Background: an optimization exercise with open tools, aiming at small area, a short achievable clock period and few clock cycles. Do not read the settings as production practice.
Function was checked by simulation only, so behaviour that the tests miss may differ from the original.
Power and IR drop assume default switching activity.

==> design.v <==
module interp_lane (
    input  wire [31:0] in,
    input  wire [4:0]  shift,
    input  wire [4:0]  mask_lsb,
    input  wire [4:0]  mask_msb,
    input  wire        is_signed,
    output wire [31:0] result,      
    output wire        overf        
);
    wire [31:0] shifted = in >> shift;
    wire [31:0] upto    = 32'hFFFFFFFF >> (5'd31 - mask_msb);   
    wire [31:0] above   = ~upto;                                
    wire [31:0] window  = upto & (32'hFFFFFFFF << mask_lsb);
    wire [31:0] masked  = shifted & window;
    wire        sign    = masked[mask_msb];
    assign overf  = |(shifted & above);
    assign result = (is_signed && sign) ? (masked | above) : masked;
endmodule
module interp_unit #(
    parameter BLEND_CAPABLE = 1,
    parameter CLAMP_CAPABLE = 0
) (
    input  wire        clk,
    input  wire        rst,
    input  wire        op_valid,
    input  wire [4:0]  sel,
    input  wire [31:0] wdata,
    output reg  [31:0] rdata
);
    localparam RD_ACCUM0   = 5'h00, RD_ACCUM1   = 5'h01,
               RD_BASE0    = 5'h02, RD_BASE1    = 5'h03, RD_BASE2 = 5'h04,
               RD_POP0     = 5'h05, RD_POP1     = 5'h06, RD_POP2  = 5'h07,
               RD_PEEK0    = 5'h08, RD_PEEK1    = 5'h09, RD_PEEK2 = 5'h0A,
               RD_CTRL0    = 5'h0B, RD_CTRL1    = 5'h0C,
               RD_PEEKRAW0 = 5'h0D, RD_PEEKRAW1 = 5'h0E;
    localparam WR_ACCUM0   = 5'h10, WR_ACCUM1   = 5'h11,
               WR_BASE0    = 5'h12, WR_BASE1    = 5'h13, WR_BASE2 = 5'h14,
               WR_CTRL0    = 5'h1B, WR_CTRL1    = 5'h1C,
               WR_ADD0     = 5'h1D, WR_ADD1     = 5'h1E, WR_BASE01 = 5'h1F;
    reg [31:0] accum0, accum1;
    reg [31:0] base0, base1, base2;
    reg [22:0] ctrl0, ctrl1;
    wire do_clamp = (CLAMP_CAPABLE != 0) && ctrl0[22];
    wire do_blend = (BLEND_CAPABLE != 0) && ctrl1[21];
    wire [31:0] input0 = ctrl0[16] ? accum1 : accum0;
    wire [31:0] input1 = ctrl1[16] ? accum0 : accum1;
    wire [31:0] sres0, sres1;
    wire        overf0, overf1;
    interp_lane u_lane0 (
        .in(input0), .shift(ctrl0[4:0]), .mask_lsb(ctrl0[9:5]),
        .mask_msb(ctrl0[14:10]), .is_signed(ctrl0[15]),
        .result(sres0), .overf(overf0)
    );
    interp_lane u_lane1 (
        .in(input1), .shift(ctrl1[4:0]), .mask_lsb(ctrl1[9:5]),
        .mask_msb(ctrl1[14:10]), .is_signed(ctrl1[15]),
        .result(sres1), .overf(overf1)
    );
    wire overf = overf0 | overf1;
    wire [31:0] add0 = base0 + (ctrl0[18] ? input0 : sres0);
    wire [31:0] add1 = base1 + (ctrl1[18] ? input1 : sres1);
    wire [31:0] full = base2 + sres0 + (do_blend ? 32'd0 : sres1);
    wire below = ctrl0[15] ? ($signed(sres0) < $signed(base0)) : (sres0 < base0);
    wire over  = ctrl0[15] ? ($signed(sres0) > $signed(base1)) : (sres0 > base1);
    wire [31:0] clamp0 = below ? base0 : (over ? base1 : sres0);
    wire [7:0]  alpha = sres1[7:0];
    wire        bsgn  = ctrl1[15];
    wire signed [32:0] b0x  = {bsgn & base0[31], base0};
    wire signed [32:0] b1x  = {bsgn & base1[31], base1};
    wire signed [32:0] diff = b1x - b0x;
    wire signed [41:0] prod = $signed({1'b0, alpha}) * diff;
    wire signed [41:0] prod_adj = (bsgn && prod[41]) ? prod + 42'sd255 : prod;
    wire signed [41:0] quot = prod_adj >>> 8;
    wire [31:0] blend1 = base0 + quot[31:0];
    wire [31:0] force0 = {2'b00, ctrl0[20:19], 28'd0};
    wire [31:0] force1 = {2'b00, ctrl1[20:19], 28'd0};
    wire [31:0] lane0 = do_blend ? {24'd0, alpha}
                                 : ((do_clamp ? clamp0 : add0) | force0);
    wire [31:0] lane1 = (do_blend ? blend1 : add1) | force1;
    always @(*) begin
        case (sel)
            RD_ACCUM0:   rdata = accum0;
            RD_ACCUM1:   rdata = accum1;
            RD_BASE0:    rdata = base0;
            RD_BASE1:    rdata = base1;
            RD_BASE2:    rdata = base2;
            RD_POP0,
            RD_PEEK0:    rdata = lane0;
            RD_POP1,
            RD_PEEK1:    rdata = lane1;
            RD_POP2,
            RD_PEEK2:    rdata = full;
            RD_CTRL0:    rdata = {6'd0, overf, overf1, overf0, ctrl0};
            RD_CTRL1:    rdata = {9'd0, ctrl1};
            RD_PEEKRAW0: rdata = sres0;
            RD_PEEKRAW1: rdata = sres1;
            default:     rdata = 32'd0;
        endcase
    end
    wire sg0 = do_blend ? ctrl1[15] : ctrl0[15];
    wire sg1 = ctrl1[15];
    always @(posedge clk) begin
        if (rst) begin
            accum0 <= 32'd0;
            accum1 <= 32'd0;
            base0  <= 32'd0;
            base1  <= 32'd0;
            base2  <= 32'd0;
            ctrl0  <= 23'd0;
            ctrl1  <= 23'd0;
        end else if (op_valid) begin
            case (sel)
                WR_ACCUM0: accum0 <= wdata;
                WR_ACCUM1: accum1 <= wdata;
                WR_BASE0:  base0  <= wdata;
                WR_BASE1:  base1  <= wdata;
                WR_BASE2:  base2  <= wdata;
                WR_CTRL0:  ctrl0  <= wdata[22:0];
                WR_CTRL1:  ctrl1  <= wdata[22:0];
                WR_ADD0:   accum0 <= accum0 + wdata;
                WR_ADD1:   accum1 <= accum1 + wdata;
                WR_BASE01: begin
                    base0 <= {{16{sg0 & wdata[15]}}, wdata[15:0]};
                    base1 <= {{16{sg1 & wdata[31]}}, wdata[31:16]};
                end
                RD_POP0, RD_POP1, RD_POP2: begin
                    accum0 <= ctrl0[17] ? lane1 : lane0;
                    accum1 <= ctrl1[17] ? lane0 : lane1;
                end
                default: ;
            endcase
        end
    end
endmodule
module interp_pair (
    input  wire        clk,
    input  wire        rst,
    input  wire        req_valid,
    output wire        req_ready,
    input  wire        req_unit,
    input  wire [4:0]  req_sel,
    input  wire [31:0] req_wdata,
    output reg         resp_valid,
    output reg  [31:0] resp_rdata
);
    wire [31:0] rdata0, rdata1;
    assign req_ready = 1'b1;
    interp_unit #(.BLEND_CAPABLE(1), .CLAMP_CAPABLE(0)) u_interp0 (
        .clk(clk), .rst(rst),
        .op_valid(req_valid && !req_unit),
        .sel(req_sel), .wdata(req_wdata), .rdata(rdata0)
    );
    interp_unit #(.BLEND_CAPABLE(0), .CLAMP_CAPABLE(1)) u_interp1 (
        .clk(clk), .rst(rst),
        .op_valid(req_valid && req_unit),
        .sel(req_sel), .wdata(req_wdata), .rdata(rdata1)
    );
    always @(posedge clk) begin
        if (rst) begin
            resp_valid <= 1'b0;
            resp_rdata <= 32'd0;
        end else begin
            resp_valid <= req_valid && !req_sel[4];
            resp_rdata <= req_unit ? rdata1 : rdata0;
        end
    end
endmodule
==> run.sh <==
#!/bin/bash
# synth_recipe.tcl (not shown) runs the flow's synth.tcl, then flattens the netlist and writes it again
# the make line also repeats each setting of config.mk as NAME=value (left out here)
make -C /OpenROAD-flow-scripts/flow DESIGN_CONFIG=/design/flow/config.mk WORK_HOME=/design/flow/orfs CLKGATE_MAP_FILE= SYNTH_SCRIPT=/design/flow/synth_recipe.tcl finish
==> config.mk <==
export PLATFORM = sky130hd
export DESIGN_NAME = interp_pair
export DESIGN_NICKNAME = interp_pair
export VERILOG_FILES = /design/flow/design.v
export SDC_FILE = /design/flow/constraint.sdc
export NUM_CORES = 4
export LEC_CHECK = 0
export CAP_MARGIN = 20
export CELL_PAD_IN_SITES_DETAIL_PLACEMENT = 1
export CELL_PAD_IN_SITES_GLOBAL_PLACEMENT = 2
export CORE_MARGIN = 2
export CORE_UTILIZATION = 30
export PLACE_DENSITY = 0.45
export SLEW_MARGIN = 20
==> constraint.sdc <==
create_clock -name core_clock -period 16.0 [get_ports {clk}]
set_input_delay 3.2000 -clock core_clock [delete_from_list [all_inputs] [get_ports {clk}]]
set_output_delay 3.2000 -clock core_clock [all_outputs]
set_load 0.01 [all_outputs]
==> impl_metrics.csv <==
group,metric,value,unit
critical_path,worstPathRequired,16.58,ns
clock_tree,clk_path_buf_depth,3,
clock_tree,numCtsBuffers,73,
die,die_area,248000,um^2
synthesis,synth-edff-count,0,
pwr,p_leak,32.7,nW
min_path,holdPathStages,2,
routing,postRouteAntennaNets,0,
status,status,"no timing/DRC/antenna violations",
timing,grt_setup_unrepaired,"false",
synthesis,ys_async_sr_fraction,0,
routing,vias_per_cell,6.52,
critical_path,setup.worst_path.class,"reg2reg",
synthesis,synth-compound-area-share,0.281,
cells_and_area,layout-drive-gt1-share,0.111,
timing,fin_crit_sh,0.964,
synthesis,yosysSeqAreaShare,0.122,
timing,post-route-min-period,15.43,ns
routing,firstDrtPassIters,8,
job,max-cap-violations,0,
critical_path,path_depth_of_the_worst_reg2reg_path,46,
synthesis,synth_simple_gate_area_frac,0.201,
timing,slew-limit-headroom,0.0898,
timing,max_clock_freq,0.0648,GHz
grt,global_route_wire_length_before_repair,715,mm
synthesis,synth_warnings,3,
die,die_height,498,um
synthesis,synth_cell_type_count,111,
synthesis,yosys_register_bits,445,
timing,timing_worst_slew_pin_value,1.36,ns
min_path,hold_start,"u_interp1.ctrl0[18]$_SDFFE_PP0P_",
place,hpwl,419,mm
routing,drcViolationCount,0,
place,place.port_buffers,73,
die,die_width,498,um
critical_path,path_max_fanout,38,
clock_tree,clock_network_latency_to_the_later_pin_of_the_worst_skew_pair,0.78,ns
pwr,power.density,48.6,nW/um^2
synthesis,yosys-top-cells-area,"sky130_fd_sc_hd__dfxtp_1 (12%), sky130_fd_sc_hd__ha_1 (8.9%), sky130_fd_sc_hd__fa_1 (7.6%)",
critical_path,worst_path_largest_cell_delay,0.75,ns
critical_path,ff2ff_setup_slack,0.57,ns
cells_and_area,design_area,81500,um^2
clock_tree,buffer_type_at_the_clock_tree_root,"sky130_fd_sc_hd__clkbuf_16",
clock_tree,cts.reportedPaths.clkPinSlew,0.06,ns
critical_path,rr_startpoint,"u_interp0.ctrl1[16]$_SDFFE_PP0P_",
synthesis,synthesis.area_per_instance,7.48,um^2
critical_path,worst-endpoint-arrival,16.01,ns
place,gp_routability_congestion,1.02,
die,standard_cell_row_count,181,
synthesis,share_of_synthesized_cell_area_in_full_adder_half_adder_and_majority_cells,0.165,
clock_tree,clock_tree_from_tritoncts,"done",
grt,antenna_violations_before_repair,40,
timing,timing.final.hold_violations,0,
clock_tree,post_cts.repair.setup_buffers,0,
timing,report.final.slew_viol_count,0,
die,initial_utilization,0.301,
grt,number_of_global_route_vias_before_repair,85000,
synthesis,synth_top_cell_by_area,"sky130_fd_sc_hd__dfxtp_1",
timing,skew,0.0530,ns
clock_tree,clock_tree.htree_level_count,3,
die,fp.coreArea,243000,um^2
place,postPlaceCellArea,78900,um^2
min_path,hold_end,"u_interp1.ctrl0[18]$_SDFFE_PP0P_",
clock_tree,numClockSinks,445,
cells_and_area,flow.area_growth_from_synthesis,11.4,%
synthesis,synthesis.area,73200,um^2
critical_path,crit_slowest_cell,"sky130_fd_sc_hd__a221oi_1",
routing,drt_wl_total,524,mm
die,pin_count,75,
routing,vias,84800,
synthesis,syn-num-nets,10600,
critical_path,endpoint_kind,"flop",
synthesis,post_synth_top_area_share,0.122,
routing,drt-wirelength-per-cell,40.3,um
pwr,vdd.ir_drop.worst,0.0827,mV
grt,grt_overflow_total,0,
critical_path,timing.rr.end,"u_interp0.accum0[28]$_SDFFE_PP0P_",
timing,fin_setup_tns,0,ns
min_path,min_path_type,"reg2reg",
synthesis,synthesis.instances,9781,
grt,grt_max_degree,156,
cells_and_area,nets,10500,
timing,final_setup_vio_count,0,
synthesis,synthXorXnorAreaFrac,0.0450,
grt,grt_util_all_layers,0.409,
synthesis,muxShareOfSynthArea,0.116,
routing,drt_iter0_drc,8312,
synthesis,synth_top_flop_cell,"sky130_fd_sc_hd__dfxtp_1",
critical_path,cp-start-kind,"flop",
pwr,totalPowerFinal,3.96,mW
synthesis,synth_top_family_by_area,"compound AO/OA/AOI/OAI gates",
==> cells in the mapped netlist (31+ instances only) <==
master                      count
sky130_fd_sc_hd__a21oi_1      868
sky130_fd_sc_hd__xnor2_1      227
sky130_fd_sc_hd__and2_1        78
sky130_fd_sc_hd__dfxtp_1      445
sky130_fd_sc_hd__a211oi_1     214
sky130_fd_sc_hd__mux2i_1      292
sky130_fd_sc_hd__nand2_1     1180
sky130_fd_sc_hd__nand4_1       97
sky130_fd_sc_hd__o22ai_1       48
sky130_fd_sc_hd__xor2_1       149
sky130_fd_sc_hd__o21bai_1      50
sky130_fd_sc_hd__o31ai_1       45
sky130_fd_sc_hd__or3_1         71
sky130_fd_sc_hd__nor2b_1      102
sky130_fd_sc_hd__mux4_2       204
sky130_fd_sc_hd__o21ai_0      450
sky130_fd_sc_hd__nand3_1      210
sky130_fd_sc_hd__nor3_1       236
sky130_fd_sc_hd__a22oi_1      121
sky130_fd_sc_hd__a22o_1        50
sky130_fd_sc_hd__a311oi_1      31
sky130_fd_sc_hd__o21a_1        96
sky130_fd_sc_hd__a221oi_1     201
sky130_fd_sc_hd__fa_1         278
sky130_fd_sc_hd__buf_2         55
sky130_fd_sc_hd__nand2b_1     100
sky130_fd_sc_hd__a21o_1       169
sky130_fd_sc_hd__buf_1         59
sky130_fd_sc_hd__a221o_1       34
sky130_fd_sc_hd__o221ai_1      49
sky130_fd_sc_hd__and3_1       101
sky130_fd_sc_hd__clkbuf_1     521
sky130_fd_sc_hd__o211ai_1      89
sky130_fd_sc_hd__a2111oi_0     39
sky130_fd_sc_hd__a31oi_1      114
sky130_fd_sc_hd__o2111ai_1     33
sky130_fd_sc_hd__nor4_1        40
sky130_fd_sc_hd__or2_2         69
sky130_fd_sc_hd__inv_1        628
sky130_fd_sc_hd__ha_1         521
sky130_fd_sc_hd__nor2_1       839
sky130_fd_sc_hd__mux2_2        86
==> cell usage in the layout (no fill, tap or decap), types with 97 or more instances in the layout <==
cell type / synthesis / routed
sky130_fd_sc_hd__a22oi_1: 121 / 121
sky130_fd_sc_hd__a21oi_1: 868 / 863
sky130_fd_sc_hd__xor2_1: 149 / 149
sky130_fd_sc_hd__mux4_2: 204 / 204
sky130_fd_sc_hd__mux2i_1: 292 / 289
sky130_fd_sc_hd__inv_1: 628 / 628
sky130_fd_sc_hd__and3_1: 101 / 101
sky130_fd_sc_hd__nor3_1: 236 / 220
sky130_fd_sc_hd__nand2_1: 1180 / 1177
sky130_fd_sc_hd__nor2b_1: 102 / 102
sky130_fd_sc_hd__a31oi_1: 114 / 110
sky130_fd_sc_hd__ha_1: 521 / 521
sky130_fd_sc_hd__nor2_1: 839 / 818
sky130_fd_sc_hd__fa_1: 278 / 278
sky130_fd_sc_hd__a21o_1: 169 / 169
sky130_fd_sc_hd__xnor2_1: 227 / 227
sky130_fd_sc_hd__nand4_1: 97 / 97
sky130_fd_sc_hd__o21ai_0: 450 / 441
sky130_fd_sc_hd__a211oi_1: 214 / 211
sky130_fd_sc_hd__nand3_1: 210 / 208
sky130_fd_sc_hd__buf_4: 17 / 417
sky130_fd_sc_hd__dfxtp_1: 445 / 422
sky130_fd_sc_hd__a221oi_1: 201 / 200
sky130_fd_sc_hd__nand2b_1: 100 / 100
==> layer usage <==
metal	global-route usage	vias to the layer above	wire length, um
met2	0.667	4107	240000
li1	-	35800	-
met5	0	-	99
met1	0.470	43500	196000
met4	0.337	14	50700
met3	0.0687	1288	36900
==> flip-flops by register name, summed over array words and instances, names as in the netlist, 32 cells and up <==
name,flops
u_interp1.base0,32
u_interp0.base2,32
u_interp0.accum0,32
resp_rdata,32
u_interp0.base0,32
u_interp1.accum0,32
u_interp0.base1,32
u_interp1.base1,32
u_interp1.accum1,32
u_interp0.accum1,32
u_interp1.base2,32
==> worst max path at each step <==
stage / startpoint / end / slack [ns] / cells after the start
after floorplan: u_interp0.ctrl1[2]$_SDFFE_PP0P_ / u_interp0.accum1[31]$_SDFFE_PP0P_ / 4.56 / 49
after global placement: u_interp0.ctrl1[16]$_SDFFE_PP0P_ / u_interp0.accum1[22]$_SDFFE_PP0P_ / 0.63 / 47
after detailed placement: u_interp0.ctrl1[16]$_SDFFE_PP0P_ / u_interp0.accum1[22]$_SDFFE_PP0P_ / 0.70 / 47
after CTS: u_interp0.ctrl1[16]$_SDFFE_PP0P_ / u_interp0.accum1[22]$_SDFFE_PP0P_ / 0.59 / 47
after global routing: u_interp0.ctrl1[16]$_SDFFE_PP0P_ / resp_rdata[30]$_SDFF_PP0_ / 0.18 / 46
final: u_interp0.ctrl1[16]$_SDFFE_PP0P_ / u_interp0.accum0[28]$_SDFFE_PP0P_ / 0.57 / 46
==> report_power, final <==
group / internal, mW / switching [mW]
clock network: 1.02 / 0.775
registers: 1.13 / 0.0484
logic: 0.280 / 0.713
total: 2.42 / 1.54
==> cell type report <==
cell class	count	area, um^2
diodes	59	148
flip-flops and latches	445	8950
multi-input cells	8031	59600
repair buffers	494	3870
clock buffers	104	2150
well taps	3202	4010
fillers	29300	161000
inverters	646	2420
clock inverters	26	324
==> cells by family after synthesis <==
logic type               count (synthesis)
AO/OA/AOI/OAI                         3053
XOR/XNOR                               376
adder cells (fa/ha/maj)                799
buffers and inverters                 1305
flip-flops                             445
multiplexers                           582
other                                    1
AND/OR/NAND/NOR                       3220
==> stage by stage <==
stage / worst slack, ns / hold slack (ns) / std cells / utilization
after floorplan: 4.56 / 0.436 / 9781 / -
after global placement: 0.635 / 0.441 / 12800 / 0.325
after detailed placement: 0.705 / 0.447 / 12800 / 0.325
after CTS: 0.592 / 0.455 / 12900 / 0.335
after global routing: 0.179 / 0.478 / 13000 / 0.336
final: 0.570 / 0.454 / 13000 / 0.336
==> repair_timing <==
action / CTS / global route
setup endpoints to repair: 0 / 1
resized for setup: 0 / 1
hold endpoints to repair: 0 / 0
hold buffers: 0 / 0
==> critical path, delay by kind of cell (launching register included) <==
family / cells / cell delay (ns)
AOI/OAI and AO/OA: 22 / 7.81
xor gates and xnor gates: 1 / 0.15
adders and majority gates: 6 / 2.66
buffers and inverters: 5 / 1.15
DFF: 1 / 0.66
muxes: 1 / 0.69
and+or+nand+nor: 11 / 2.04
Testbench counts, summed over its fixed seeds: cycles 24,016.

-- what the ideal ports hide --
The flow's constraints put no driver on any port. The routed layout listed below was extracted and timed again, unchanged, in two steps.
Step 1 (the two cells are an assumption about what drives the block):
set clk [get_ports {clk}]
set_driving_cell -lib_cell sky130_fd_sc_hd__clkbuf_16 $clk
set_driving_cell -lib_cell sky130_fd_sc_hd__buf_2 [delete_from_list [all_inputs] $clk]
Step 2 times the ports against the registers' clock, not the clock port: input delays grow and output delays shrink by t, the midpoint of the rising clock arrivals with the driver on.
a / b / c = no drivers / after step 1 / after step 2; a / b = the first two.
shift t [ns]: 0.857
setup slack, ns: 0.570 / 0.570 / 0.570
slew at the worst register clock pin (ns): 0.08 / 0.08
After both steps this run still meets setup and hold. For this run, drivers alone change the setup slack by 0.000 ns; drivers and shift together by 0.000 ns.
